What follows belongs to an exercise in optimizing a design on an open flow for a short achievable clock period and few clock cycles per item; a production flow would make more cautious choices.
Function was not checked in any run shown here: the RTL went through the layout flow alone.
No run shown here takes its clock network from TritonCTS; it comes from the design's own scripts or RTL.
The clock port is modelled as an ideal driver, which makes a skipped or thinned clock tree look cheaper than it is; a real chip needs a root buffer or a tree.
Power and IR drop assume default switching activity.

File: flow/flow/run.sh
#!/bin/bash
# The standard layout (the standard.sh: ORFS from synthesis to the final
# layout), except that the clock tree is built by flow/cts_tree.tcl: four
# clkinv_16 fed by the clock port, each driving clkinv_8 that each drive a
# group of nearby flip-flops (two inverting stages on every clock path, so
# the flip-flops see the clock's own polarity).
# The make output goes to flow_make.log here; ORFS keeps each step's log
# under orfs/logs/.
set -euo pipefail
export PRE_CTS_TCL="$PWD/flow/cts_tree.tcl"
export TREE_PER_LEAF=24
export TREE_ROOT_CELL=sky130_fd_sc_hd__clkinv_16
export TREE_LEAF_CELL=sky130_fd_sc_hd__clkinv_8
bash standard.sh > flow_make.log 2>&1
File: flow/flow/cts_tree.tcl
# Two-level clock tree. The clock sinks are split by placement into four
# quadrants of equal count; each quadrant gets a root buffer fed straight
# from the clock port, driving one leaf buffer per group of at most
# TREE_PER_LEAF sinks (a grid of equal-count groups within the quadrant).
# Replaces clock_tree_synthesis in ORFS's cts.tcl (sourced as PRE_CTS_TCL).

rename clock_tree_synthesis orfs_clock_tree_synthesis

# split a list of {iterm x y} into n groups of near-equal count along index idx
proc tree_split {items idx n} {
  set sorted [lsort -integer -index $idx $items]
  set len [llength $sorted]
  set out {}
  for {set g 0} {$g < $n} {incr g} {
    set a [expr {($g * $len) / $n}]
    set b [expr {(($g + 1) * $len) / $n - 1}]
    set part [lrange $sorted $a $b]
    if { [llength $part] > 0 } { lappend out $part }
  }
  return $out
}

proc tree_centroid {items} {
  set cx 0
  set cy 0
  foreach s $items {
    set cx [expr {$cx + [lindex $s 1]}]
    set cy [expr {$cy + [lindex $s 2]}]
  }
  set n [llength $items]
  return [list [expr {$cx / $n}] [expr {$cy / $n}]]
}

proc tree_buffer {block master name in_net out_net x y} {
  set buf [odb::dbInst_create $block $master $name]
  [$buf findITerm A] connect $in_net
  set out [$buf findITerm X]
  if { $out == "NULL" || $out == "" } { set out [$buf findITerm Y] }
  $out connect $out_net
  $buf setLocation $x $y
  $buf setPlacementStatus PLACED
  return $buf
}

proc clock_tree_synthesis {args} {
  set per_leaf 40
  if { [info exists ::env(TREE_PER_LEAF)] } { set per_leaf $::env(TREE_PER_LEAF) }
  set db [ord::get_db]
  set block [ord::get_db_block]
  set clk_net [$block findNet clk]
  set leaf_cell sky130_fd_sc_hd__clkbuf_16
  if { [info exists ::env(TREE_LEAF_CELL)] } { set leaf_cell $::env(TREE_LEAF_CELL) }
  set root_cell sky130_fd_sc_hd__clkbuf_16
  if { [info exists ::env(TREE_ROOT_CELL)] } { set root_cell $::env(TREE_ROOT_CELL) }
  set master [$db findMaster $root_cell]
  set leaf_master [$db findMaster $leaf_cell]
  $clk_net setSigType CLOCK

  set sinks {}
  foreach it [$clk_net getITerms] {
    set xy [$it getAvgXY]
    lappend sinks [list $it [lindex $xy 1] [lindex $xy 2]]
  }
  puts "clock tree: [llength $sinks] sinks"

  set q 0
  set l 0
  foreach half [tree_split $sinks 1 2] {
    foreach quad [tree_split $half 2 2] {
      set root_net [odb::dbNet_create $block clktree_root_net_$q]
      $root_net setSigType CLOCK
      # leaf groups: columns by x, then rows by y
      set k [expr {int(ceil(double([llength $quad]) / $per_leaf))}]
      set cols [expr {int(ceil(sqrt($k)))}]
      set leaves {}
      foreach col [tree_split $quad 1 $cols] {
        set rows [expr {int(ceil(double([llength $col]) / $per_leaf))}]
        foreach grp [tree_split $col 2 $rows] {
          set net [odb::dbNet_create $block clktree_leaf_net_$l]
          $net setSigType CLOCK
          foreach s $grp {
            set it [lindex $s 0]
            $it disconnect
            $it connect $net
          }
          set c [tree_centroid $grp]
          tree_buffer $block $leaf_master clktree_leaf_$l $root_net $net [lindex $c 0] [lindex $c 1]
          lappend leaves [list {} [lindex $c 0] [lindex $c 1]]
          incr l
        }
      }
      set c [tree_centroid $leaves]
      tree_buffer $block $master clktree_root_$q $clk_net $root_net [lindex $c 0] [lindex $c 1]
      incr q
    }
  }
  puts "clock tree: $q root buffers, $l leaf buffers"

  global_connect
  set_propagated_clock [all_clocks]
}
File: flow/standard.sh
#!/bin/bash
# synth_recipe.tcl (not shown) runs the flow's synth.tcl, then flattens the netlist and writes it again
# the make line also repeats each setting of config.mk as NAME=value (left out here)
make -C /OpenROAD-flow-scripts/flow DESIGN_CONFIG=/design/flow/config.mk WORK_HOME=/design/flow/orfs CLKGATE_MAP_FILE= SYNTH_SCRIPT=/design/flow/synth_recipe.tcl "${@:-finish}"
File: flow/config.mk
export PLATFORM = sky130hd
export DESIGN_NAME = gfe
export DESIGN_NICKNAME = gfe
export VERILOG_FILES = /design/flow/design.v
export SDC_FILE = /design/flow/constraint.sdc
export NUM_CORES = 4
export LEC_CHECK = 0
export CAP_MARGIN = 20
export CORE_MARGIN = 2
export CORE_UTILIZATION = 40
export PLACE_DENSITY = 0.6
export SETUP_SLACK_MARGIN = 4.0
export SLEW_MARGIN = 20
export SYNTH_HIERARCHICAL = 1
File: flow/constraint.sdc
create_clock -name core_clock -period 5.5 [get_ports {clk}]
set_input_delay 1.1000 -clock core_clock [delete_from_list [all_inputs] [get_ports {clk}]]
set_output_delay 1.1000 -clock core_clock [all_outputs]
set_load 0.01 [all_outputs]
File: flow/design.v
module gfe (
    input  wire        clk,
    input  wire        rst,           
    input  wire        cfg_mode,      
    input  wire [3:0]  cfg_base_col,  
    input  wire        in_valid,
    output wire        in_ready,
    input  wire [7:0]  in_data,
    output wire        out_valid,
    input  wire        out_ready,
    output wire [7:0]  out_data,
    input  wire        stat_rd,
    input  wire [7:0]  stat_addr,
    output reg         stat_rvalid,
    output reg  [31:0] stat_rdata
);
    localparam [2:0] S_LISTEN = 3'd0,
                     S_ACCUM  = 3'd1,
                     S_RENDER = 3'd2,
                     S_ACK    = 3'd3,
                     S_DIAG   = 3'd4,
                     S_FAULT  = 3'd5;
    localparam [3:0] C_EOF_AT_BOUNDARY = 4'd1,
                     C_EOF_MID_FRAME   = 4'd2,
                     C_RX_OVERRUN      = 4'd3,
                     C_NET_READ_ERROR  = 4'd4,
                     C_ACK_WRITE_ERROR = 4'd5,
                     C_DISPLAY_ERROR   = 4'd6,
                     C_PROTOCOL        = 4'd7;
    localparam [7:0] T_NET_ACCEPT   = 8'h10,
                     T_NET_READ     = 8'h11,
                     T_NET_WRITE    = 8'h12,
                     T_DISP_CLEAR   = 8'h20,
                     T_DISP_TEXT    = 8'h21,
                     T_DISP_LOAD    = 8'h22,
                     T_DISP_CURSOR  = 8'h23,
                     T_DISP_CHAR    = 8'h24;
    localparam [7:0] T_NET_ACCEPTED = 8'h18,
                     T_NET_DATA     = 8'h19,
                     T_NET_READ_ERR = 8'h1A,
                     T_NET_WR_DONE  = 8'h1B,
                     T_NET_WR_ERR   = 8'h1C,
                     T_DISP_OK      = 8'h28,
                     T_DISP_ERR     = 8'h29;
    localparam [7:0] ACK_CHAR = 8'h41;
    localparam [127:0] DIAG_TEXT = "DISPLAY I/O FAIL";
    reg  [2:0]  state;
    reg  [4:0]  step;
    reg  [1:0]  dstep;
    reg  [5:0]  offset;
    reg         fault;
    reg  [3:0]  cause;
    reg  [15:0] frames_lo, frames_hi;
    reg         frames_cy;      
    reg  [7:0]  rxbuf [0:39];
    reg         mode;
    reg  [3:0]  base_col;
    reg         s_listen, s_accum, s_render, s_ack, s_diag;    
    reg         diag_go;        
    reg  [4:0]  nstep;          
    reg         step_last;      
    reg  [5:0]  need;           
    reg  [3:0]  bcol [0:3];     
    reg         rst_q;          
    wire [31:0] frames = {frames_hi, frames_lo};
    reg         f_q;            
    reg  [7:0]  b_q;            
    reg         b18, b19, b1a, b1b, b1c, b28, b29;    
    reg         b00, b01, b02;  
    reg         bkle, bfill;    
    reg         p_tag, p_len, p_data;    
    reg         l_q;            
    reg  [7:0]  k_cnt;          
    reg         kc1;            
    reg         keep_r;         
    reg         fill_r;         
    reg  [7:0]  len_r;          
    wire nx_len  = p_tag && b19;
    wire nx_data = (p_len && !b00) || (p_data && !l_q);
    wire nx_tag  = !nx_len && !nx_data;
    wire [7:0] cnt_now  = p_len ? b_q : k_cnt;       
    wire       last_now = p_len ? b01 : kc1;
    wire [7:0] len_now  = p_len ? b_q : len_r;
    wire       keep_now = p_len ? (s_accum && !b00 && bkle) : keep_r;
    wire       fill_now = p_len ? bfill : fill_r;    
    reg  [7:0]  oa;             
    reg         ov;             
    reg  [7:0]  sb [0:16];      
    reg  [16:0] sv;             
    reg         load_q;         
    reg         rdy;            
    reg         r_listen, r_render, r_diag_go, r_ack;    
    reg         r_tag, r_len;   
    reg         r_end;          
    reg         r_go;           
    reg  [39:0] wr_sel;         
    reg  [39:0] we_q;           
    reg  [7:0]  wd_q;           
    genvar g;
    integer n, i;
    function [63:0] transpose;
        input [39:0] cm;    
        integer r, c;
        begin
            transpose = 64'd0;
            for (r = 0; r < 8; r = r + 1)
                for (c = 0; c < 5; c = c + 1)
                    transpose[8*r + (4 - c)] = cm[8*c + (7 - r)];
        end
    endfunction
    wire [39:0] glyph [0:7];
    generate
        for (g = 0; g < 8; g = g + 1) begin : g_glyph
            assign glyph[g] = {rxbuf[5*g + 4], rxbuf[5*g + 3], rxbuf[5*g + 2],
                               rxbuf[5*g + 1], rxbuf[5*g + 0]};
        end
    endgenerate
    wire [2:0]  tp_glyph = s_render ? nstep[2:0] : 3'd0;
    reg  [7:0]  gsel;
    reg  [39:0] gmux;
    reg  [63:0] tnext;
    always @(*) begin
        gmux = 40'd0;
        for (n = 0; n < 8; n = n + 1)
            if (gsel[n]) gmux = gmux | glyph[n];
    end
    always @(posedge clk) begin
        for (n = 0; n < 8; n = n + 1) gsel[n] <= (tp_glyph == n);
        tnext <= transpose(gmux);
        for (n = 0; n < 4; n = n + 1) bcol[n] <= base_col + n;
    end
    wire [2:0] cell_k  = {nstep[4], nstep[2:1]};
    wire [3:0] cur_col = bcol[nstep[2:1]];                
    wire       step_lt7 = !nstep[4] && !nstep[3];         
    reg [7:0] ok_tag;
    always @(*) begin
        ok_tag = T_NET_READ;
        if (s_accum && fill_now)            ok_tag = T_DISP_LOAD;
        if (s_render) begin
            if (step_last)                  ok_tag = mode ? T_NET_WRITE : T_NET_READ;
            else if (step_lt7)              ok_tag = T_DISP_LOAD;
            else if (!nstep[0])             ok_tag = T_DISP_CURSOR;
            else                            ok_tag = T_DISP_CHAR;
        end
        if (s_diag)                         ok_tag = (dstep == 2'd0) ? T_DISP_CURSOR : T_DISP_TEXT;
    end
    reg [7:0]  nt [0:16];
    reg [16:0] nm;
    always @(*) begin
        for (n = 0; n < 17; n = n + 1) nt[n] = 8'h00;
        nm = 17'd0;
        if (s_listen || s_ack) begin
            nt[0] = 8'd40;
            nm    = 17'h00001;
        end
        if (s_accum) begin
            if (fill_now) begin
                nt[0] = 8'd0;
                for (n = 0; n < 8; n = n + 1) nt[n + 1] = tnext[8*n +: 8];
                nm = 17'h001ff;
            end else begin
                nt[0] = {2'b00, need - len_now[5:0]};
                nm    = 17'h00001;
            end
        end
        if (s_render) begin
            if (step_last) begin
                nt[0] = mode ? ACK_CHAR : 8'd40;
                nm    = 17'h00001;
            end else if (step_lt7) begin
                nt[0] = {3'b000, nstep};
                for (n = 0; n < 8; n = n + 1) nt[n + 1] = tnext[8*n +: 8];
                nm = 17'h001ff;
            end else if (!nstep[0]) begin
                nt[0] = {4'd0, cur_col};
                nt[1] = {7'd0, cell_k[2]};
                nm    = 17'h00003;
            end else begin
                nt[0] = {5'd0, cell_k};
                nm    = 17'h00001;
            end
        end
        if (s_diag) begin
            if (dstep == 2'd0) begin
                nm = 17'h00003;
            end else begin
                nt[0] = 8'd16;
                for (n = 0; n < 16; n = n + 1) nt[n + 1] = DIAG_TEXT[8*(15 - n) +: 8];
                nm = 17'h1ffff;
            end
        end
    end
    reg [7:0]  nt_q [0:16];
    reg [16:0] nm_q;
    always @(posedge clk) begin
        for (n = 0; n < 17; n = n + 1) nt_q[n] <= nt[n];
        nm_q <= nm;
    end
    assign out_valid = ov;
    assign out_data  = oa;
    assign in_ready  = rdy;
    wire [7:0]  sx [0:16];
    wire [16:0] svx = load_q ? nm_q : sv;
    generate
        for (g = 0; g < 17; g = g + 1) begin : g_sx
            assign sx[g] = load_q ? nt_q[g] : sb[g];
        end
    endgenerate
    wire in_fire, ov_d, rdy_d, load_d;
    wire i18, i19, i1a, i1b, i1c, i28, i29, i00, i01, i02;
    wire kle, keq;
    gfe_hs u_hs (
        .in_valid (in_valid),
        .in_data  (in_data),
        .out_ready(out_ready),
        .rdy      (rdy),
        .ov       (ov),
        .more     (svx[0]),
        .t_listen (r_listen),
        .t_render (r_render),
        .t_diag_go(r_diag_go),
        .t_ack    (r_ack),
        .nx_tag   (r_tag),
        .nx_len   (r_len),
        .d_end    (r_end),
        .d_go     (r_go),
        .fire     (in_fire),
        .ov_d     (ov_d),
        .rdy_d    (rdy_d),
        .load_d   (load_d)
    );
    gfe_dec u_dec (
        .in_data  (in_data),
        .i18      (i18),
        .i19      (i19),
        .i1a      (i1a),
        .i1b      (i1b),
        .i1c      (i1c),
        .i28      (i28),
        .i29      (i29),
        .i00      (i00),
        .i01      (i01),
        .i02      (i02)
    );
    gfe_cmp u_cmp (
        .in_data  (in_data),
        .need     (need),
        .kle      (kle),
        .keq      (keq)
    );
    reg        rd_q;
    reg  [7:0] addr_q;
    reg        rd_qq;
    reg  [1:0] sel_qq;      
    wire [31:0] status_word = {9'd0, dstep, step, 2'b00, offset, cause, fault, state};
    wire [31:0] config_word = {24'd0, base_col, 3'b000, mode};
    always @(posedge clk) begin
        if (rst) begin
            rd_q        <= 1'b0;
            rd_qq       <= 1'b0;
            stat_rvalid <= 1'b0;
        end else begin
            rd_q        <= stat_rd;
            rd_qq       <= rd_q;
            stat_rvalid <= rd_qq;
        end
        addr_q <= stat_addr;
        if (addr_q[7:2] != 6'd0)      sel_qq <= 2'd3;
        else if (addr_q[1:0] == 2'd0) sel_qq <= 2'd0;
        else if (addr_q[1:0] == 2'd1) sel_qq <= 2'd1;
        else if (addr_q[1:0] == 2'd2) sel_qq <= 2'd2;
        else                          sel_qq <= 2'd3;
        case (sel_qq)
            2'd0:    stat_rdata <= status_word;
            2'd1:    stat_rdata <= frames;
            2'd2:    stat_rdata <= config_word;
            default: stat_rdata <= 32'd0;
        endcase
    end
    always @(posedge clk) begin
        rst_q <= rst;
        if (rst) begin
            mode     <= cfg_mode;
            base_col <= cfg_base_col;
        end
        len_r  <= len_now;
        keep_r <= keep_now;
        fill_r <= fill_now;
        if (in_fire) begin
            b_q <= in_data;
            {b18, b19, b1a, b1b, b1c, b28, b29, b00, b01, b02, bkle, bfill} <=
                {i18, i19, i1a, i1b, i1c, i28, i29, i00, i01, i02, kle, keq};
        end
        if (rst) begin
            oa     <= T_NET_ACCEPT;
            ov     <= 1'b1;
            sv     <= 17'd0;
            load_q <= 1'b0;
            rdy    <= 1'b0;
            f_q    <= 1'b0;
            p_tag  <= 1'b0;
            p_len  <= 1'b0;
            p_data <= 1'b0;
            l_q    <= 1'b0;
            kc1    <= 1'b0;
        end else begin
            f_q    <= in_fire;
            load_q <= load_d;
            if (in_fire) begin
                p_tag  <= nx_tag;
                p_len  <= nx_len;
                p_data <= nx_data;
                l_q    <= last_now;
                k_cnt  <= cnt_now - 8'd1;
                kc1    <= p_len ? b02 : (k_cnt == 8'd2);
            end
            if (ov) begin
                if (out_ready) oa <= sx[0];
            end else begin
                oa <= (s_render && in_data[0]) ? T_DISP_CLEAR : ok_tag;
            end
            ov <= ov_d;
            if (out_ready) begin
                for (i = 0; i < 16; i = i + 1) begin
                    sb[i] <= sx[i + 1];
                    sv[i] <= svx[i + 1];
                end
                sv[16] <= 1'b0;
            end else begin
                for (i = 0; i < 17; i = i + 1)
                    sb[i] <= sx[i];
                sv <= svx;
            end
            rdy <= rdy_d;
        end
    end
    wire tag_q  = f_q && p_tag;
    wire len_q  = f_q && p_len;
    wire data_q = f_q && p_data;
    wire ev_accum0 = tag_q && ((s_listen && b18) || (s_ack && b1b));
    wire ev_step   = tag_q && s_render && b28;
    wire ev_derr   = tag_q && s_render && b29;
    wire ev_dok    = tag_q && s_diag && b28;
    wire ev_dend   = tag_q && s_diag && b29;
    wire ev_f4     = tag_q && s_accum && b1a;
    wire ev_f5     = tag_q && s_ack && b1c;
    wire ev_f7     = (tag_q && !b19 && ((s_listen && !b18) || (s_accum && !b1a) ||
                                        (s_render && !b28 && !b29) || (s_ack && !b1b && !b1c))) ||
                     (len_q && !fault && !s_accum);
    wire ev_feof   = len_q && s_accum && b00;
    wire ev_f3     = len_q && s_accum && !b00 && !bkle;
    wire ev_data   = data_q && keep_r;
    wire ev_dlast  = ev_data && l_q;
    wire ev_fault  = ev_f4 || ev_f5 || ev_f7 || ev_feof || ev_f3;
    reg [2:0] nstate;
    always @(*) begin
        nstate = state;
        if (ev_accum0)                    nstate = S_ACCUM;
        if (ev_step && step_last)         nstate = mode ? S_ACK : S_ACCUM;
        if (ev_derr)                      nstate = S_DIAG;
        if ((ev_dok && !diag_go) || ev_dend || ev_fault) nstate = S_FAULT;
        if (ev_dlast && fill_r)           nstate = S_RENDER;
    end
    wire ndiag_go = ev_derr ? 1'b1 : ev_dok ? (dstep == 2'd0) : diag_go;
    always @(posedge clk) begin
        if (rst || rst_q) begin
            r_listen  <= 1'b1;
            r_render  <= 1'b0;
            r_diag_go <= 1'b0;
            r_ack     <= 1'b0;
            r_tag     <= 1'b1;
            r_len     <= 1'b0;
            r_end     <= 1'b0;
            r_go      <= 1'b0;
        end else if (in_fire) begin
            r_listen  <= 1'b0;
            r_render  <= 1'b0;
            r_diag_go <= 1'b0;
            r_ack     <= 1'b0;
            r_tag     <= 1'b0;
            r_len     <= nx_tag && i19;
            if (nx_len) begin
                r_end <= i01;
                r_go  <= i01 && s_accum;           
            end else if (nx_data && !last_now) begin
                r_end <= p_len ? b02 : (k_cnt == 8'd2);
                r_go  <= (p_len ? b02 : (k_cnt == 8'd2)) && keep_now;
            end else begin
                r_end <= 1'b0;
                r_go  <= 1'b0;
            end
        end else begin
            r_listen  <= nx_tag && (nstate == S_LISTEN);
            r_render  <= nx_tag && (nstate == S_RENDER);
            r_diag_go <= nx_tag && (nstate == S_DIAG) && ndiag_go;
            r_ack     <= nx_tag && (nstate == S_ACK);
            r_tag     <= nx_tag;
            r_len     <= nx_len;
            r_end     <= nx_data && last_now;
            r_go      <= nx_data && last_now && keep_now;
        end
    end
    always @(posedge clk) begin
        for (n = 0; n < 40; n = n + 1) begin
            we_q[n] <= ev_data && wr_sel[n];
            if (we_q[n]) rxbuf[n] <= wd_q;
        end
        wd_q <= b_q;
    end
    always @(posedge clk) begin
        if (rst_q) begin
            state     <= S_LISTEN;
            s_listen  <= 1'b1;
            s_accum   <= 1'b0;
            s_render  <= 1'b0;
            s_ack     <= 1'b0;
            s_diag    <= 1'b0;
            step      <= 5'd0;
            nstep     <= 5'd1;
            step_last <= 1'b0;
            dstep     <= 2'd0;
            diag_go   <= 1'b1;
            offset    <= 6'd0;
            need      <= 6'd40;
            fault     <= 1'b0;
            cause     <= 4'd0;
            frames_lo <= 16'd0;
            frames_hi <= 16'd0;
            frames_cy <= 1'b0;
            wr_sel    <= 40'd0;
        end else begin
            state    <= nstate;
            s_listen <= (nstate == S_LISTEN);
            s_accum  <= (nstate == S_ACCUM);
            s_render <= (nstate == S_RENDER);
            s_ack    <= (nstate == S_ACK);
            s_diag   <= (nstate == S_DIAG);
            frames_cy <= 1'b0;
            if (frames_cy) frames_hi <= frames_hi + 16'd1;
            if (ev_accum0 || (ev_step && step_last) || (ev_dlast && fill_r)) begin
                step      <= 5'd0;
                nstep     <= 5'd1;
                step_last <= 1'b0;
            end else if (ev_step) begin
                step      <= nstep;
                nstep     <= nstep + 5'd1;
                step_last <= (nstep == 5'd23);
            end
            if (ev_accum0 || (ev_step && step_last && !mode)) begin
                offset <= 6'd0;
                need   <= 6'd40;
            end
            if (ev_step && step_last) begin
                frames_lo <= frames_lo + 16'd1;
                frames_cy <= (frames_lo == 16'hffff);
            end
            if (ev_derr) begin
                fault   <= 1'b1;
                cause   <= C_DISPLAY_ERROR;
                dstep   <= 2'd0;
                diag_go <= 1'b1;
            end
            if (ev_dok) begin
                dstep   <= dstep + 2'd1;
                diag_go <= (dstep == 2'd0);
            end
            if (ev_fault) fault <= 1'b1;
            if (ev_f4)   cause <= C_NET_READ_ERROR;
            if (ev_f5)   cause <= C_ACK_WRITE_ERROR;
            if (ev_f7)   cause <= C_PROTOCOL;
            if (ev_f3)   cause <= C_RX_OVERRUN;
            if (ev_feof) cause <= (offset == 6'd0) ? C_EOF_AT_BOUNDARY : C_EOF_MID_FRAME;
            if (len_q)
                for (n = 0; n < 40; n = n + 1) wr_sel[n] <= (offset == n);
            if (ev_data)
                wr_sel <= {wr_sel[38:0], 1'b0};
            if (ev_dlast) begin
                if (fill_r) begin
                    offset <= 6'd40;
                    need   <= 6'd0;
                end else begin
                    offset <= offset + len_r[5:0];
                    need   <= need - len_r[5:0];
                end
            end
        end
    end
endmodule
module gfe_hs (
    input  wire        in_valid,
    input  wire [7:0]  in_data,
    input  wire        out_ready,
    input  wire        rdy,         
    input  wire        ov,          
    input  wire        more,        
    input  wire        t_listen,    
    input  wire        t_render,    
    input  wire        t_diag_go,   
    input  wire        t_ack,       
    input  wire        nx_tag,      
    input  wire        nx_len,      
    input  wire        d_end,       
    input  wire        d_go,        
    output wire        fire,        
    output wire        ov_d,        
    output wire        rdy_d,       
    output wire        load_d       
);
    wire i18   = (in_data == 8'h18);
    wire i19   = (in_data == 8'h19);
    wire i1b   = (in_data == 8'h1B);
    wire i2829 = (in_data[7:1] == 7'h14);
    wire i28   = i2829 && !in_data[0];
    wire i00   = (in_data == 8'h00);
    assign fire = in_valid && rdy;
    wire m_ok  = (i18 && t_listen) || (i28 && (t_render || t_diag_go)) || (i1b && t_ack) || d_go;
    wire m_go  = m_ok || (i2829 && t_render);
    wire m_end = (nx_tag && !i19) || (nx_len && i00) || d_end;
    wire done  = out_ready && !more;    
    assign load_d = fire && m_ok;
    assign ov_d   = ov ? !done : (fire && m_go);
    assign rdy_d  = !(fire && m_end) && (!ov || done);
endmodule
module gfe_dec (
    input  wire [7:0]  in_data,
    output wire        i18, i19, i1a, i1b, i1c, i28, i29, i00, i01, i02
);
    assign i18 = (in_data == 8'h18);
    assign i19 = (in_data == 8'h19);
    assign i1a = (in_data == 8'h1A);
    assign i1b = (in_data == 8'h1B);
    assign i1c = (in_data == 8'h1C);
    assign i28 = (in_data == 8'h28);
    assign i29 = (in_data == 8'h29);
    assign i00 = (in_data == 8'h00);
    assign i01 = (in_data == 8'h01);
    assign i02 = (in_data == 8'h02);
endmodule
module gfe_cmp (
    input  wire [7:0]  in_data,
    input  wire [5:0]  need,
    output wire        kle,         
    output wire        keq          
);
    assign kle  = (in_data <= {2'b00, need});
    assign keq  = (in_data == {2'b00, need});
endmodule
==> flow_summary.ini, run 1 <==
[outcome]
outcome = timing/DRC/antenna clean

[sta]
fmax_ghz = 0.484
post-route-period-util_pct = 37.5
final_max_slew_viol_count = 0
fin_ws_ps = 3440
finalSetupViolCount = 0
setup-tns-final_ps = 0
grt_setup_unrepaired = true
min_period_ps = 2060
hold_violations = 0
worstMarginPinSlew_ps = 691
slew_headroom_pct = 53.8
finClkSkew_ps = 22.1

[route]
dr_wl_met2_mm = 43.7
drc_errors = 0
met1_length_mm = 37.7
drtPass1Iterations = 5
vias = 21300
dr_wl_met3_mm = 5.53
wl_per_cell_um = 23.7
viasPerCell = 5.68
postRouteAntennaNets = 0
first_iter_violations = 1697
routed.top_layer = met4
drt_wl_total_mm = 88.7

[synthesis]
ys.flop_type = edfxtp_1
postSynth.asyncResetShare_pct = 0
syn_avg_cell_area_sq_um = 13.5
yosys_warnings = 12
synth.cell_area_sq_um = 32600
yosys-top-cells-area = edfxtp_1 45%, dfxtp_1 23%, a22oi_1 4.0%
synth_top_cell_by_area = edfxtp_1
yosys.cell_types.count = 94
synth-edff-count = 489
synth_seq_area_share_pct = 67.7
syn_inst = 2420
yosys_register_bits = 858
synth_top_area_share_pct = 45.0
synth_nets = 2479

[finish]
layout_common_cells = 489 x edfxtp_1, 293 x dfxtp_1, 168 x nor2_1
drive_gt1_share_pct = 34.6
synthToLayoutAreaGrowth_pct = 27.2
final_common_cell = edfxtp_1
n_antenna_cell = 0
final_nets = 2748
fin_cells = 3747

[global_routing]
antenna_found_initial = 1
track_usage_pct = 20.1
grt_pass1_vias = 20951
grt_pass1_wl_mm = 130
grt_overflow_total = 0
grt_max_degree = 93

[setup_path]
critPathLaunchType = primary input
cp_slowest_cell = or4_4
crit_path_max_fanout = 4
crit_type = primary input to register
critPathArrivalTime_ps = 2230
cp.required_ps = 5670
worstPathCellList = buf_12 -> or4_4 -> nor3_4 -> buf_4 -> buf_6
crit_path_max_incr_delay_ps = 560
critPathCaptureType = register

[job]
drv_cap = 0

[placement]
gp_routability_congestion = 0.839
dp_cells = 3447
io_buffers = 68
dp_hpwl_mm = 47.6
dpl_worst_slack_ps = 1830

[floorplan]
coreArea_sq_um = 80700
rows = 104
io_pins = 69
start_util_pct = 40.4
fp.dieW_um = 290
die_h_um = 290
die_area_sq_um = 83900

[min_path]
hold_path.class = register to register

[clocking]
clk_pin_slew_ps = 110
clk_latency_ps = 280

[power]
irDropWorstVdd_mv = 0.286
p_per_area_nw_per_um2 = 249
leakagePower_nw = 14.7
[cell usage after synthesis, drive strengths merged, types with 8 or more instances]
cell and n:
a21oi 97, nor3 35, buf 50, xnor2 20, and3 44, inv 54
nand3 36, o21a 16, ha 30, nor2b 42, mux2i 107, a211oi 24
xor2 32, edfxtp 489, a221oi 13, mux4 48, mux2 16, a21o 10
clkbuf 86, a21boi 12, dfxtp 369, and2 52, nand2b 17, nand2 143
nand4 54, nor4 8, a22oi 177, o21ai 57, nor2 190
[power breakdown]
part	switching, mW	leakage, nW	internal (mW)	total, mW
clock	2.12	0.294	0.320	2.44
combinational	0.403	6.87	0.475	0.878
sequential	0.117	7.54	6.91	7.02
[per-module statistics from Yosys, one instance, submodules excluded]
module	cells inside	cell area, sq um	flip-flops and latches
gfe	2353	32200	858
gfe_hs	24	155	0
gfe_cmp	23	161	0
gfe_dec	20	129	0
[per-stage QoR]
step | power, mW | hold WS, ps | utilization (%) | cell area [sq um]
after floorplan | 7.57 | 348 | - | 33500
after global placement | 7.70 | 396 | 43.3 | 34900
after detailed placement | 7.73 | 398 | 43.3 | 34900
after CTS | 10.3 | 420 | 49.0 | 39500
after global routing | 10.7 | 436 | 51.4 | 41500
final | 10.3 | 419 | 51.4 | 41500
[cell type report]
cell class | instances | area [sq um]
Multi-Input combinational cell | 1383 | 12200
Tap cell | 1060 | 1330
Timing Repair inverter | 2 | 15.0
Fill cell | 6581 | 39200
Inverter | 95 | 946
Timing Repair Buffer | 349 | 4770
Sequential cell | 858 | 22200
[per-layer routing]
layer  track usage (%)  vias up
li1                  -     9556
met1              28.5    10845
met2              34.3      772
met3              1.77      127
met4              3.17        0
met5                 0        -
[cell families (layout without fill, tap and decap cells)]
logic type	count (synthesis)	count (layout)	synth area share, %
flip-flops	858	858	67.7
AO/OA/AOI/OAI	455	456	9.65
adder cells (fa/ha/maj)	33	33	1.33
buffers and inverters	191	446	2.37
multiplexers	171	171	7.16
XOR/XNOR	52	52	1.40
AND/OR/NAND/NOR	660	671	10.4
[state kept, by name (all words and copies together) (netlist names), 17 cells and up]
name and cells:
nt_q 48, rxbuf 320, sb 136, stat_rdata 32, sv 17, tnext 40
we_q 40, wr_sel 40
[worst max-delay path, delay by kind of cell]
| family | cells | cell delay, ps |
|---|---|---|
| and+or+nand+nor | 2 | 800 |
| buffers and inverters | 3 | 330 |
[worst paths after layout]
kind	end	cells past startpoint	start	slack [ps]
worst max-delay path	b01	5	in_data[3]	3440
worst min-delay path	sel_qq[0]	1	addr_q[0]	420
worst max register to register	nt_q[0][5]	9	p_len	3460
worst min register to register	sel_qq[0]	1	addr_q[0]	420
[what timing repair did]
| item | in CTS | in global routing |
|---|---|---|
| cloned | 54 | 14 |
| gates resized for setup | 676 | 271 |
| pin swaps | 89 | 145 |
| setup buffers | 128 | 64 |
| endpoints found under the setup margin | 639 | 541 |
| hold buffers | 0 | 0 |
==> inputs of run 2 (changes only) <==
--- a/flow/design.v
+++ b/flow/design.v
@@ -84,4 +84,5 @@
     wire       keep_now = p_len ? (s_accum && !b00 && bkle) : keep_r;
     wire       fill_now = p_len ? bfill : fill_r;    
+    reg  [5:0]  need_after;     
     reg  [7:0]  oa;             
     reg         ov;             
@@ -160,5 +161,5 @@
                 nm = 17'h001ff;
             end else begin
-                nt[0] = {2'b00, need - len_now[5:0]};
+                nt[0] = {2'b00, p_len ? need - b_q[5:0] : need_after};
                 nm    = 17'h00001;
             end
@@ -287,4 +288,5 @@
         keep_r <= keep_now;
         fill_r <= fill_now;
+        need_after <= need - len_now[5:0];
         if (in_fire) begin
             b_q <= in_data;
==> flow_summary.ini, run 2 <==
[synthesis]
syn_inst = 2417
synth-edff-count = 489
synth_top_area_share_pct = 45.0
synth_seq_area_share_pct = 68.0
yosys-top-cells-area = edfxtp_1 45%, dfxtp_1 23%, a22oi_1 3.9%
yosys.cell_types.count = 74
yosys_register_bits = 864
syn_avg_cell_area_sq_um = 13.5
yosysMostFrequentCell = edfxtp_1
synth.cell_area_sq_um = 32600
yosys_warnings = 12
postSynth.asyncResetShare_pct = 0
synth_top_cell_by_area = edfxtp_1
synth_nets = 2482
synthTopCellsByCount = 489 x edfxtp_1, 375 x dfxtp_1, 214 x nor2_1
ys.flop_type = edfxtp_1

[route]
drt_wl_total_mm = 90.5
vias = 21479
postRouteAntennaNets = 0
viasPerCell = 5.71
drc_errors = 0
drtPass1Iterations = 5
first_iter_violations = 1621
wl_per_cell_um = 24.0

[min_path]
holdPathStages = 1
worstHoldStart = addr_q[0]
hold_path_end = sel_qq[0]
hold_path.class = register to register

[power]
pwr-share-seq_pct = 67.8
p_clk_share_pct = 23.4
p_int_mw = 7.78
irDropWorstVdd_mv = 0.265
net-switching-power_mw = 2.67
pwr-share-comb_pct = 8.8
swShare_pct = 25.5
p_per_area_nw_per_um2 = 249
leakagePower_nw = 14.8

[sta]
finClkSkew_ps = 30.7
final_max_slew_viol_count = 0
grt_setup_unrepaired = true
setup-tns-final_ps = 0
min_period_ps = 2050
fmax_ghz = 0.489
worstMarginPinSlew_ps = 693
hold_violations = 0
post-route-period-util_pct = 37.2
finalSetupViolCount = 0
slew_headroom_pct = 53.7
hold_slack_ps = 430

[setup_path]
r2r_end = need_after[4]
r2r_start = p_len
cp.required_ps = 5690
critPathCaptureType = register
crit_path_max_fanout = 4
r2r_slack_ps = 3450
r2r_cells = 10
critPathLaunchType = register
critPathArrivalTime_ps = 2240
crit_type = register to register

[global_routing]
antenna_found_initial = 5
grt_max_degree = 58
track_usage_pct = 20.6
grt_pass1_vias = 21203
grt_overflow_total = 0
grt_pass1_wl_mm = 132

[placement]
dp_hpwl_mm = 48.2
io_buffers = 68
gp_routability_congestion = 0.838

[finish]
drive_gt1_share_pct = 34.4
top_register = rxbuf
largest_reg_flops = 320
final_nets = 2771
synthToLayoutAreaGrowth_pct = 28.7
n_antenna_cell = 0
reg.largest.list = rxbuf x320, sb x136, nt_q x48
layout_common_cells = 489 x edfxtp_1, 306 x dfxtp_1, 185 x nor2_1
final_common_cell = edfxtp_1

[floorplan]
coreArea_sq_um = 80700
io_pins = 69
fp.dieW_um = 290
die_area_sq_um = 83900
die_h_um = 290
rows = 104
start_util_pct = 40.4

[outcome]
outcome = timing/DRC/antenna clean

[clocking]
clk_pin_slew_ps = 110
cts_hold_buf = 0
clk_latency_ps = 290

[job]
drv_cap = 0
-- run 2: cell count changes after synthesis, sizes merged, moves of 8 or more --
cell / change
a21oi: -30
nand2: -32
buf: -27
or3: +8
and3: -30
o21ai: +12
nor2: +26
a221oi: +26
and2: +35
clkbuf: +21
nand3: -10
-- run 2: logic make-up after synthesis --
| family | synth area share, % |
|---|---|
| xor gates and xnor gates | 1.47 |
| and+or+nand+nor | 10.1 |
| DFF | 68.0 |
| muxes | 7.24 |
| adders and majority gates | 1.59 |
| AOI/OAI and AO/OA | 9.44 |
| buffers and inverters | 2.17 |
-- run 2: how the worst max path moves through the flow --
| stage | end | cells past startpoint | startpoint |
|---|---|---|---|
| after floorplan | sb[0][0] | 1 | rst |
| after global placement | r_diag_go | 7 | in_valid |
| after detailed placement | r_listen | 7 | in_valid |
| after CTS | r_go | 5 | in_data[2] |
| after global routing | need_after[4] | 10 | p_len |
| final | need_after[4] | 10 | p_len |
-- run 2: routing by layer --
layer / global-route usage (%) / share of wire [%] / vias to the layer above
met4: 4.46 / 2.6 / 2
met5: 0 / 0.013 / -
li1: - / - / 9579
met3: 1.77 / 5.8 / 141
met1: 28.9 / 42 / 11016
met2: 34.8 / 49 / 741
-- run 2: layout make-up --
type | count | area, sq um
fill | 6515 | 38700
inverter | 95 | 947
multi-input combinational | 1376 | 12200
sequential | 864 | 22300
tap | 1060 | 1330
timing repair buffer | 367 | 5150
timing repair inverter | 2 | 15.0
-- run 2: critical path: stages, from the launching register on --
cell and delay [ps]:
dfxtp_4 370, buf_6 120, buf_12 130, buf_12 120
mux2_4 310, ha_4 170, fa_2 370, inv_2 60
a21o_1 130, a21oi_2 60, xnor2_1 120
-- run 2: power groups by stage --
stage / clock (mW) / combinational (mW) / sequential [mW]
floorplan: 0 / 0.430 / 7.19
global placement: 0 / 0.541 / 7.22
detailed placement: 0 / 0.565 / 7.22
CTS: 2.51 / 0.828 / 7.08
global route: 2.73 / 0.978 / 7.10
finish: 2.45 / 0.921 / 7.08
-- run 2: repair_timing --
action                     4_1_cts  5_1_grt
pin swaps                      120      112
setup endpoints to repair      625      591
setup buffers                  165       50
resized for setup              707      279
gates cloned                    61        7
-- run 2: through the flow --
stage	instances	setup WS, ps	area, sq um	utilization (%)	power (mW)
2_1_floorplan	2417	2130	33700	-	7.62
4_1_cts	3707	3420	40200	49.9	10.4
3_3_place_gp	3441	2320	34900	43.3	7.76
3_5_place_dp	3441	2170	34900	43.3	7.79
5_1_grt	3764	3390	42000	52.0	10.8
6_report	3764	3450	42000	52.0	10.5
-- run 2: modules after synthesis (local to each module, per instance) --
module   flops+latches  cell area, sq um
gfe                864             32200
gfe_hs               0               155
gfe_dec              0               129
gfe_cmp              0               161
==> inputs of run 3 (changes only) <==
--- a/flow/design.v
+++ b/flow/design.v
@@ -366,14 +366,5 @@
     wire ndiag_go = ev_derr ? 1'b1 : ev_dok ? (dstep == 2'd0) : diag_go;
     always @(posedge clk) begin
-        if (rst || rst_q) begin
-            r_listen  <= 1'b1;
-            r_render  <= 1'b0;
-            r_diag_go <= 1'b0;
-            r_ack     <= 1'b0;
-            r_tag     <= 1'b1;
-            r_len     <= 1'b0;
-            r_end     <= 1'b0;
-            r_go      <= 1'b0;
-        end else if (in_fire) begin
+        if (in_fire) begin
             r_listen  <= 1'b0;
             r_render  <= 1'b0;
@@ -393,8 +384,8 @@
             end
         end else begin
-            r_listen  <= nx_tag && (nstate == S_LISTEN);
-            r_render  <= nx_tag && (nstate == S_RENDER);
-            r_diag_go <= nx_tag && (nstate == S_DIAG) && ndiag_go;
-            r_ack     <= nx_tag && (nstate == S_ACK);
+            r_listen  <= nx_tag && (rst_q || nstate == S_LISTEN);
+            r_render  <= nx_tag && !rst_q && (nstate == S_RENDER);
+            r_diag_go <= nx_tag && !rst_q && (nstate == S_DIAG) && ndiag_go;
+            r_ack     <= nx_tag && !rst_q && (nstate == S_ACK);
             r_tag     <= nx_tag;
             r_len     <= nx_len;
--- a/flow/flow/run.sh
+++ b/flow/flow/run.sh
@@ -9,5 +9,5 @@
 set -euo pipefail
 export PRE_CTS_TCL="$PWD/flow/cts_tree.tcl"
-export TREE_PER_LEAF=24
+export TREE_PER_LEAF=30
 export TREE_ROOT_CELL=sky130_fd_sc_hd__clkinv_16
 export TREE_LEAF_CELL=sky130_fd_sc_hd__clkinv_8
==> flow_summary.ini, run 3 <==
[synthesis]
synth-edff-count = 489
syn_inst = 2443
postSynth.asyncResetShare_pct = 0
synth_nets = 2508
yosys.cell_types.count = 83
yosys-top-cells-area = edfxtp_1 45%, dfxtp_1 23%, a22oi_1 4.2%
synth_top_cell_by_area = edfxtp_1
synth_top_area_share_pct = 44.7
yosys_register_bits = 864
yosysMostFrequentCell = edfxtp_1
ys.flop_type = edfxtp_1
yosys_warnings = 12
synthTopCellsByCount = 489 x edfxtp_1, 375 x dfxtp_1, 187 x nor2_1
synth.cell_area_sq_um = 32800
syn_avg_cell_area_sq_um = 13.4
synth_seq_area_share_pct = 67.6

[floorplan]
coreArea_sq_um = 81600
rows = 105
fp.dieW_um = 290
die_area_sq_um = 84300
start_util_pct = 40.2
io_pins = 69
die_h_um = 290

[route]
postRouteAntennaNets = 0
drtPass1Iterations = 7
drc_errors = 0
drt_wl_total_mm = 88.0
first_iter_violations = 1516
wl_per_cell_um = 23.3
viasPerCell = 5.62
vias = 21237

[sta]
hold_slack_ps = 424
final_max_slew_viol_count = 0
slew_headroom_pct = 42.0
grt_setup_unrepaired = true
setup-tns-final_ps = 0
hold_violations = 0
post-route-period-util_pct = 36.1
finClkSkew_ps = 28.9
finalSetupViolCount = 0
worstMarginPinSlew_ps = 870
min_period_ps = 1980
fmax_ghz = 0.504

[setup_path]
crit_path_max_fanout = 5
crit_type = register to register
cp.required_ps = 5690
worstPathCellList = nand2_1 -> o21a_1 -> ha_1 -> nor2b_4 -> o21ai_1 -> nand2b_1 -> a21o_1 -> a21oi_2 -> xor3_1
crit_path_max_incr_delay_ps = 530
cp_slowest_cell = edfxtp_1
critPathCaptureType = register
critPathLaunchType = register
critPathArrivalTime_ps = 2170

[global_routing]
antenna_found_initial = 0
grt_pass1_vias = 21114
grt_max_degree = 56
grt_pass1_wl_mm = 129
track_usage_pct = 19.6
grt_overflow_total = 0

[clocking]
cts_hold_buf = 0
clk_pin_slew_ps = 110
clk_latency_ps = 300

[outcome]
outcome = timing/DRC/antenna clean

[finish]
final_common_cell = edfxtp_1
fin_cells = 3781
layout_common_cells = 489 x edfxtp_1, 312 x dfxtp_1, 169 x a22oi_1
drive_gt1_share_pct = 33.0
largest_reg_flops = 320
fin_area_sq_um = 41700
fin_util_pct = 51.1
synthToLayoutAreaGrowth_pct = 27.0
reg.largest.list = rxbuf x320, sb x136, nt_q x48
final_nets = 2777
top_register = rxbuf

[power]
p_per_area_nw_per_um2 = 247
leakagePower_nw = 14.9
irDropWorstVdd_mv = 0.326

[min_path]
hold_path.class = register to register

[placement]
dp_hpwl_mm = 47.8
place_area_sq_um = 35200
gp_routability_congestion = 0.849
dp_cells = 3474
io_buffers = 68

[job]
drv_cap = 0
==> run 3: layer usage <==
| layer | GRT usage (%) | up-vias | wire [um] |
|---|---|---|---|
| met4 | 5.42 | 0 | 2650 |
| li1 | - | 9611 | - |
| met3 | 1.81 | 132 | 4510 |
| met2 | 33.3 | 650 | 43300 |
| met5 | 0 | - | 0 |
| met1 | 26.9 | 10844 | 37600 |
==> run 3: kinds of logic (layout without fill, tap and decap cells) <==
kind of cell | Yosys count | in the layout | synth area share (%)
buf+inv | 204 | 467 | 2.50
mux | 180 | 180 | 7.35
simple gates | 648 | 651 | 10.0
fa+ha+maj | 39 | 39 | 1.58
xor+xnor | 55 | 55 | 1.51
compound gates | 453 | 454 | 9.43
other cells | 0 | 1 | 0
flops | 864 | 864 | 67.6
==> run 3: timing repair <==
| item | 4_1_cts | 5_1_grt |
|---|---|---|
| gates cloned | 60 | 9 |
| setup endpoints to repair | 635 | 520 |
| setup buffers | 138 | 59 |
| pin swaps | 94 | 127 |
| resized for setup | 634 | 272 |
==> run 3: Yosys stat by module (local to each module, per instance) <==
module / cell area, sq um / times used / cells inside
gfe_cmp: 161 / 1 / 23
gfe_hs: 155 / 1 / 24
gfe_dec: 129 / 1 / 20
gfe: 32400 / 1 / 2376
==> run 3: cell type report <==
| class | instances | area (sq um) |
|---|---|---|
| well taps | 1070 | 1340 |
| repair inverters | 2 | 15.0 |
| diodes | 1 | 2.50 |
| inverters | 112 | 1000 |
| flip-flops and latches | 864 | 22300 |
| multi-input cells | 1379 | 12100 |
| repair buffers | 353 | 4910 |
| fillers | 6573 | 39900 |
==> run 3: through the flow <==
step	total power, mW	setup slack [ps]
6_report	10.3	3520
5_1_grt	10.6	3430
4_1_cts	10.3	3540
3_5_place_dp	7.66	2130
3_3_place_gp	7.64	2220
2_1_floorplan	7.52	2150
==> run 3: final timing paths <==
| check | start | to | cells after the start | slack, ps |
|---|---|---|---|---|
| min reg2reg | addr_q[0] | sel_qq[0] | 1 | 420 |
| max reg2reg | b_q[1] | need_after[5] | 9 | 3520 |
| min | addr_q[0] | sel_qq[0] | 1 | 420 |
| max | b_q[1] | need_after[5] | 9 | 3520 |
==> run 3: critical path: cells and delay by family (launching register included) <==
family / cells / cell delay, ps
AOI/OAI and AO/OA: 4 / 550
xor gates and xnor gates: 1 / 230
adders and majority gates: 1 / 230
DFF: 1 / 530
and+or+nand+nor: 3 / 350
==> run 3: power by group <==
part	switching [mW]	internal, mW
registers	0.113	6.95
clock network	2.14	0.319
logic	0.338	0.423
==> inputs of run 4 (changes only) <==
--- a/flow/design.v
+++ b/flow/design.v
@@ -84,5 +84,4 @@
     wire       keep_now = p_len ? (s_accum && !b00 && bkle) : keep_r;
     wire       fill_now = p_len ? bfill : fill_r;    
-    reg  [5:0]  need_after;     
     reg  [7:0]  oa;             
     reg         ov;             
@@ -161,5 +160,5 @@
                 nm = 17'h001ff;
             end else begin
-                nt[0] = {2'b00, p_len ? need - b_q[5:0] : need_after};
+                nt[0] = {2'b00, need - len_now[5:0]};
                 nm    = 17'h00001;
             end
@@ -288,5 +287,4 @@
         keep_r <= keep_now;
         fill_r <= fill_now;
-        need_after <= need - len_now[5:0];
         if (in_fire) begin
             b_q <= in_data;
@@ -366,5 +364,14 @@
     wire ndiag_go = ev_derr ? 1'b1 : ev_dok ? (dstep == 2'd0) : diag_go;
     always @(posedge clk) begin
-        if (in_fire) begin
+        if (rst || rst_q) begin
+            r_listen  <= 1'b1;
+            r_render  <= 1'b0;
+            r_diag_go <= 1'b0;
+            r_ack     <= 1'b0;
+            r_tag     <= 1'b1;
+            r_len     <= 1'b0;
+            r_end     <= 1'b0;
+            r_go      <= 1'b0;
+        end else if (in_fire) begin
             r_listen  <= 1'b0;
             r_render  <= 1'b0;
@@ -384,8 +391,8 @@
             end
         end else begin
-            r_listen  <= nx_tag && (rst_q || nstate == S_LISTEN);
-            r_render  <= nx_tag && !rst_q && (nstate == S_RENDER);
-            r_diag_go <= nx_tag && !rst_q && (nstate == S_DIAG) && ndiag_go;
-            r_ack     <= nx_tag && !rst_q && (nstate == S_ACK);
+            r_listen  <= nx_tag && (nstate == S_LISTEN);
+            r_render  <= nx_tag && (nstate == S_RENDER);
+            r_diag_go <= nx_tag && (nstate == S_DIAG) && ndiag_go;
+            r_ack     <= nx_tag && (nstate == S_ACK);
             r_tag     <= nx_tag;
             r_len     <= nx_len;
==> flow/flow/run.sh (replaced) <==
#!/bin/bash
# The standard layout (the standard.sh: ORFS from synthesis to the final
# layout), except that the clock tree is built by flow/cts_tree.tcl: four
# root buffers fed by the clock port, each driving leaf buffers that each
# drive a group of nearby flip-flops (two buffer levels on every clock path).
# The make output goes to flow_make.log here; ORFS keeps each step's log
# under orfs/logs/.
set -euo pipefail
export PRE_CTS_TCL="$PWD/flow/cts_tree.tcl"
export TREE_PER_LEAF=32
bash standard.sh > flow_make.log 2>&1
--- a/flow/flow/cts_tree.tcl
+++ b/flow/flow/cts_tree.tcl
@@ -35,7 +35,5 @@
   set buf [odb::dbInst_create $block $master $name]
   [$buf findITerm A] connect $in_net
-  set out [$buf findITerm X]
-  if { $out == "NULL" || $out == "" } { set out [$buf findITerm Y] }
-  $out connect $out_net
+  [$buf findITerm X] connect $out_net
   $buf setLocation $x $y
   $buf setPlacementStatus PLACED
@@ -49,10 +47,5 @@
   set block [ord::get_db_block]
   set clk_net [$block findNet clk]
-  set leaf_cell sky130_fd_sc_hd__clkbuf_16
-  if { [info exists ::env(TREE_LEAF_CELL)] } { set leaf_cell $::env(TREE_LEAF_CELL) }
-  set root_cell sky130_fd_sc_hd__clkbuf_16
-  if { [info exists ::env(TREE_ROOT_CELL)] } { set root_cell $::env(TREE_ROOT_CELL) }
-  set master [$db findMaster $root_cell]
-  set leaf_master [$db findMaster $leaf_cell]
+  set master [$db findMaster sky130_fd_sc_hd__clkbuf_16]
   $clk_net setSigType CLOCK
 
@@ -85,5 +78,5 @@
           }
           set c [tree_centroid $grp]
-          tree_buffer $block $leaf_master clktree_leaf_$l $root_net $net [lindex $c 0] [lindex $c 1]
+          tree_buffer $block $master clktree_leaf_$l $root_net $net [lindex $c 0] [lindex $c 1]
           lappend leaves [list {} [lindex $c 0] [lindex $c 1]]
           incr l
--- a/flow/config.mk
+++ b/flow/config.mk
@@ -10,5 +10,5 @@
 export CORE_UTILIZATION = 40
 export PLACE_DENSITY = 0.6
-export SETUP_SLACK_MARGIN = 4.0
+export SETUP_SLACK_MARGIN = 3.5
 export SLEW_MARGIN = 20
 export SYNTH_HIERARCHICAL = 1
==> flow_summary.ini, run 4 <==
[power]
pwr-share-seq_pct = 65.5
irDropWorstVdd_mv = 0.235
finalPower_mw = 10.7
pwr-share-comb_pct = 5.2
p_per_area_nw_per_um2 = 297
leakagePower_nw = 12.7
p_int_mw = 8.48
swShare_pct = 20.8
net-switching-power_mw = 2.22
p_clk_share_pct = 29.3

[synthesis]
synth.cell_area_sq_um = 32600
yosys_register_bits = 858
yosys.cell_types.count = 94
synth_top_area_share_pct = 45.0
synthTopCellsByCount = 489 x edfxtp_1, 369 x dfxtp_1, 188 x nor2_1
yosys-top-cells-area = edfxtp_1 45%, dfxtp_1 23%, a22oi_1 4.0%
ys.flop_type = edfxtp_1
postSynth.asyncResetShare_pct = 0
syn_inst = 2420
syn_avg_cell_area_sq_um = 13.5
synth_top_cell_by_area = edfxtp_1
synth-edff-count = 489
yosysMostFrequentCell = edfxtp_1
synth_seq_area_share_pct = 67.7
yosys_warnings = 12
synth_nets = 2479

[setup_path]
r2r_cells = 8
crit_path_max_fanout = 6
critPathCaptureType = register
path_buf_inv = 1
cp.required_ps = 5770
startpoint = p_len
worstPathCellList = buf_12 -> mux2_4 -> ha_4 -> nand2b_4 -> a21oi_4 -> o21ai_2 -> a2111o_1 -> o211ai_1
cp_slowest_cell = dfxtp_4
r2r_start = p_len
critPathTopFamily = compound AO/OA/AOI/OAI gates
r2r_slack_ps = 3420
r2r_end = nt_q[0][5]
crit_type = register to register
crit_path_max_incr_delay_ps = 440
critPathLaunchType = register
critPathArrivalTime_ps = 2350

[sta]
grt_setup_unrepaired = true
final_max_slew_viol_count = 0
setup-tns-final_ps = 0
finalSetupViolCount = 0
slew_headroom_pct = 41.7
min_period_ps = 2080
hold_violations = 0
fmax_ghz = 0.481
post-route-period-util_pct = 37.8
finClkSkew_ps = 25.9
worstMarginPinSlew_ps = 873

[route]
viasPerCell = 5.61
drtPass1Iterations = 7
vias = 19774
postRouteAntennaNets = 0
drc_errors = 0
drt_wl_total_mm = 76.9
first_iter_violations = 1615
wl_per_cell_um = 21.8

[floorplan]
io_pins = 69
die_h_um = 290
coreArea_sq_um = 80700
start_util_pct = 40.4
die_area_sq_um = 83900
fp.dieW_um = 290
rows = 104

[placement]
dp_cells = 3442
place_area_sq_um = 34500
gp_routability_congestion = 0.852
io_buffers = 68
dp_hpwl_mm = 47.6

[finish]
final_common_cell = edfxtp_1
final_nets = 2523
layout_common_cells = 489 x edfxtp_1, 324 x dfxtp_1, 184 x nor2_1
largest_reg_flops = 320
fin_area_sq_um = 36100
drive_gt1_share_pct = 15.8
top_register = rxbuf
synthToLayoutAreaGrowth_pct = 10.6
reg.largest.list = rxbuf x320, sb x136, nt_q x48
fin_cells = 3523

[global_routing]
grt_pass1_vias = 19561
antenna_found_initial = 3
grt_pass1_wl_mm = 117
grt_overflow_total = 0
track_usage_pct = 17.9
grt_max_degree = 74

[clocking]
cts_hold_buf = 0
clk_pin_slew_ps = 100
clk_latency_ps = 400

[min_path]
hold_path.class = register to register
hold_path_end = sel_qq[0]
holdPathStages = 1
worstHoldStart = addr_q[0]

[outcome]
outcome = timing/DRC/antenna clean

[job]
drv_cap = 0
run 4: logic make-up after synthesis:
| family | Yosys count | share of synthesized area, % |
|---|---|---|
| compound gates | 455 | 9.65 |
| simple gates | 660 | 10.4 |
| fa+ha+maj | 33 | 1.33 |
| flops | 858 | 67.7 |
| buf+inv | 191 | 2.37 |
| xor+xnor | 52 | 1.40 |
| mux | 171 | 7.16 |
run 4: layer usage:
| layer | vias up | GRT usage (%) | wire length, um |
|---|---|---|---|
| met4 | 0 | 4.15 | 1970 |
| met5 | - | 0 | 0 |
| met1 | 10024 | 25.4 | 33800 |
| li1 | 9057 | - | - |
| met2 | 597 | 29.8 | 36700 |
| met3 | 96 | 1.74 | 4450 |
run 4: worst max-delay path by stage:
stage / slack [ps] / cells after the start / to
2_1_floorplan: 2130 / 1 / sb[0][0]
4_1_cts: 3460 / 7 / nt_q[0][3]
3_5_place_dp: 2110 / 5 / oa[6]
6_report: 3420 / 8 / nt_q[0][5]
3_3_place_gp: 2180 / 3 / sb[11][6]
5_1_grt: 3390 / 8 / nt_q[0][5]
run 4: stage by stage:
stage          util, %  worst slack (ps)  hold slack, ps
2_1_floorplan        -              2130             348
3_3_place_gp      42.8              2180             398
3_5_place_dp      42.8              2110             400
4_1_cts           44.4              3460             421
5_1_grt           44.7              3390             449
6_report          44.7              3420             418
run 4: Yosys stat by module, one instance, submodules excluded:
module   cells inside  flip-flops and latches  cell area [sq um]
gfe_hs             24                       0                155
gfe              2353                     858              32200
gfe_dec            20                       0                129
gfe_cmp            23                       0                161
run 4: final cells by class:
cell class | count | area, sq um
fillers | 7226 | 44600
flip-flops and latches | 858 | 22200
multi-input cells | 1371 | 10200
well taps | 1060 | 1330
repair buffers | 136 | 1150
plain buffers | 40 | 1000
inverters | 55 | 223
repair inverters | 2 | 15.0
diodes | 1 | 2.50
run 4: repair_timing:
| action | 4_1_cts | 5_1_grt |
|---|---|---|
| pin swaps | 11 | 18 |
| buffers inserted | 24 | 12 |
| endpoints found under the setup margin | 470 | 133 |
| resized for setup | 283 | 67 |
| gates cloned | 3 | 1 |
run 4: power groups by stage:
stage	Clock (mW)	Sequential [mW]	Combinational [mW]
after global placement	0	7.16	0.489
after global routing	3.44	7.03	0.621
after floorplan	0	7.12	0.400
after CTS	3.23	7.01	0.543
after detailed placement	0	7.16	0.512
final	3.13	7.01	0.560
==> inputs of run 5 (changes only) <==
--- a/flow/design.v
+++ b/flow/design.v
@@ -84,4 +84,5 @@
     wire       keep_now = p_len ? (s_accum && !b00 && bkle) : keep_r;
     wire       fill_now = p_len ? bfill : fill_r;    
+    reg  [5:0]  need_after;     
     reg  [7:0]  oa;             
     reg         ov;             
@@ -160,5 +161,5 @@
                 nm = 17'h001ff;
             end else begin
-                nt[0] = {2'b00, need - len_now[5:0]};
+                nt[0] = {2'b00, p_len ? need - b_q[5:0] : need_after};
                 nm    = 17'h00001;
             end
@@ -287,4 +288,5 @@
         keep_r <= keep_now;
         fill_r <= fill_now;
+        need_after <= need - len_now[5:0];
         if (in_fire) begin
             b_q <= in_data;
==> flow_summary.ini, run 5 <==
[power]
net-switching-power_mw = 2.25
leakagePower_nw = 12.7
p_per_area_nw_per_um2 = 298
irDropWorstVdd_mv = 0.311
p_int_mw = 8.54
finalPower_mw = 10.8
swShare_pct = 20.9
p_clk_share_pct = 29.2
pwr-share-seq_pct = 65.4
pwr-share-comb_pct = 5.4

[sta]
finClkSkew_ps = 23.1
min_period_ps = 2060
post-route-period-util_pct = 37.4
fmax_ghz = 0.486
slew_headroom_pct = 45.4
grt_setup_unrepaired = true
worstMarginPinSlew_ps = 812
final_max_slew_viol_count = 0
setup-tns-final_ps = 0
hold_violations = 0
finalSetupViolCount = 0

[min_path]
hold_path.class = register to register
hold_path_end = sel_qq[1]
holdPathStages = 1
worstHoldStart = addr_q[1]

[global_routing]
grt_pass1_wl_mm = 117
grt_overflow_total = 0
track_usage_pct = 17.9
antenna_found_initial = 1
grt_pass1_vias = 19231
grt_max_degree = 88

[synthesis]
ys.flop_type = edfxtp_1
synth-edff-count = 489
synth_nets = 2482
yosys.cell_types.count = 74
syn_inst = 2417
synth_top_area_share_pct = 45.0
yosys_warnings = 12
synthTopCellsByCount = 489 x edfxtp_1, 375 x dfxtp_1, 214 x nor2_1
syn_avg_cell_area_sq_um = 13.5
yosysMostFrequentCell = edfxtp_1
synth_seq_area_share_pct = 68.0
synth_top_cell_by_area = edfxtp_1
yosys-top-cells-area = edfxtp_1 45%, dfxtp_1 23%, a22oi_1 3.9%
synth.cell_area_sq_um = 32600
yosys_register_bits = 864
postSynth.asyncResetShare_pct = 0

[floorplan]
rows = 104
fp.dieW_um = 290
io_pins = 69
die_h_um = 290
coreArea_sq_um = 80700
die_area_sq_um = 83900
start_util_pct = 40.4

[finish]
final_common_cell = edfxtp_1
reg.largest.list = rxbuf x320, sb x136, nt_q x48
largest_reg_flops = 320
final_nets = 2537
fin_cells = 3530
synthToLayoutAreaGrowth_pct = 11.2
drive_gt1_share_pct = 15.1
layout_common_cells = 489 x edfxtp_1, 336 x dfxtp_1, 208 x nor2_1
top_register = rxbuf
n_antenna_cell = 0

[setup_path]
r2r_cells = 6
critPathArrivalTime_ps = 2380
r2r_start = f_q
critPathLaunchType = register
crit_path_max_fanout = 6
critPathCaptureType = register
crit_type = register to register
cp.required_ps = 5830
r2r_end = r_listen
r2r_slack_ps = 3440

[route]
drt_wl_total_mm = 77.5
drtPass1Iterations = 7
viasPerCell = 5.56
wl_per_cell_um = 22.0
postRouteAntennaNets = 0
vias = 19642
first_iter_violations = 1595
drc_errors = 0

[outcome]
outcome = timing/DRC/antenna clean

[placement]
io_buffers = 68
dp_hpwl_mm = 46.6
dp_cells = 3445
gp_routability_congestion = 0.883

[clocking]
clk_pin_slew_ps = 100
clk_latency_ps = 410

[job]
drv_cap = 0
## run 5: changes by cell type in the layout (fill, tap and decap cells not counted), sizes merged, moves of 26 or more
| cell | before | now |
|---|---|---|
| and2 | 52 | 87 |
| nor2 | 190 | 216 |
| nand2 | 143 | 111 |
| a21oi | 97 | 67 |
| a221oi | 13 | 39 |
| and3 | 44 | 14 |
## run 5: repair_timing
item | in CTS | in global routing
hold buffers | 0 | 0
setup buffers | 15 | 23
pin swaps | 9 | 16
gates cloned | 4 | 3
resized for setup | 306 | 66
endpoints found under the setup margin | 368 | 146
## run 5: area by class of cell
cell class	instances	area [sq um]
Tap cell	1060	1330
Timing Repair Buffer	142	1270
Multi-Input combinational cell	1368	10200
Sequential cell	864	22300
Buffer	40	1000
Timing Repair inverter	1	7.51
Fill cell	7249	44400
Inverter	55	223
## run 5: layer usage
| metal | routed length (um) | vias to the layer above | GRT usage, % |
|---|---|---|---|
| li1 | - | 9049 | - |
| met1 | 35100 | 9992 | 26.1 |
| met2 | 36900 | 532 | 29.9 |
| met3 | 3980 | 69 | 1.39 |
| met4 | 1500 | 0 | 2.82 |
| met5 | 0 | - | 0 |
## run 5: Yosys stat by module, one instance, submodules excluded
module	times used	area [sq um]	cells inside	flops+latches
gfe_cmp	1	161	23	0
gfe	1	32200	2350	864
gfe_hs	1	155	24	0
gfe_dec	1	129	20	0
## run 5: power groups by stage
stage          combinational, mW  sequential [mW]  clock, mW
2_1_floorplan              0.397             7.19          0
3_3_place_gp               0.523             7.22          0
3_5_place_dp               0.541             7.22          0
4_1_cts                    0.567             7.07       3.22
5_1_grt                    0.642             7.08       3.44
6_report                   0.583             7.07       3.15
## run 5: cell families after synthesis
kind of cell / after synthesis / synth area share, %
adder cells (fa/ha/maj): 39 / 1.59
multiplexers: 175 / 7.24
buffers and inverters: 185 / 2.17
flip-flops: 864 / 68.0
XOR/XNOR: 53 / 1.47
AND/OR/NAND/NOR: 659 / 10.1
AO/OA/AOI/OAI: 442 / 9.44
## run 5: worst max-delay path by stage
stage,from,to,slack (ps)
floorplan,rst,sb[0][0],2130
finish,f_q,r_listen,3440
global route,f_q,s_diag,3390
detailed placement,in_valid,r_listen,2200
CTS,oa[3],out_data[3],3380
global placement,in_valid,r_listen,2260
## run 5: metrics by stage
stage	utilization [%]	instance area (sq um)	hold WS, ps	setup slack [ps]
after floorplan	-	33000	348	2130
after global placement	42.8	34600	403	2260
after detailed placement	42.8	34600	413	2200
after CTS	44.4	35800	429	3380
after global routing	45.0	36300	445	3390
final	45.0	36300	431	3440
## run 5: worst max-delay path, cell delays in order, from the launching register on
cell and delay [ps]:
dfxtp_4 370, and2_4 170, nor3b_4 150, or4b_4 590
a211oi_4 340, nand2_2 150, o31ai_1 210

[afterwards: timing with drivers on the ports]
No port has a modelled driver above. Below, the same layouts with a new extraction and two added sets of constraints.
Step 1: set_driving_cell puts a clkbuf_16 on clk and a buf_2 on each other input, an assumption about the parent block.
Step 2, shift: input delay + t, output delay - t, t = (earliest + latest rising clock arrival at the registers) / 2. This alone moves slack from input paths to output paths.
Slacks: no drivers / after step 1 / after step 2; pairs: no drivers / after step 1.
run | shift t [ns] | slack for setup (ns) | hold slack, ns | worst setup path after step 2
run 1 | 0.528 | 3.436 / 3.279 / 2.751 | 0.419 / 0.420 / 0.420 | input to register
run 2 | 0.537 | 3.453 / 3.281 / 2.864 | 0.430 / 0.431 / 0.431 | input to register
run 3 | 0.551 | 3.516 / 3.221 / 2.670 | 0.424 / 0.425 / 0.425 | input to register
run 4 | 0.526 | 3.422 / 3.382 / 3.058 | 0.418 / 0.418 / 0.418 | input to register
run 5 | 0.530 | 3.443 / 3.345 / 3.037 | 0.431 / 0.431 / 0.431 | input to register
After both steps every run listed still meets setup and hold. The setup slack of run 3, which loses most, moves by -0.295 ns with the drivers and by -0.846 ns with both steps.
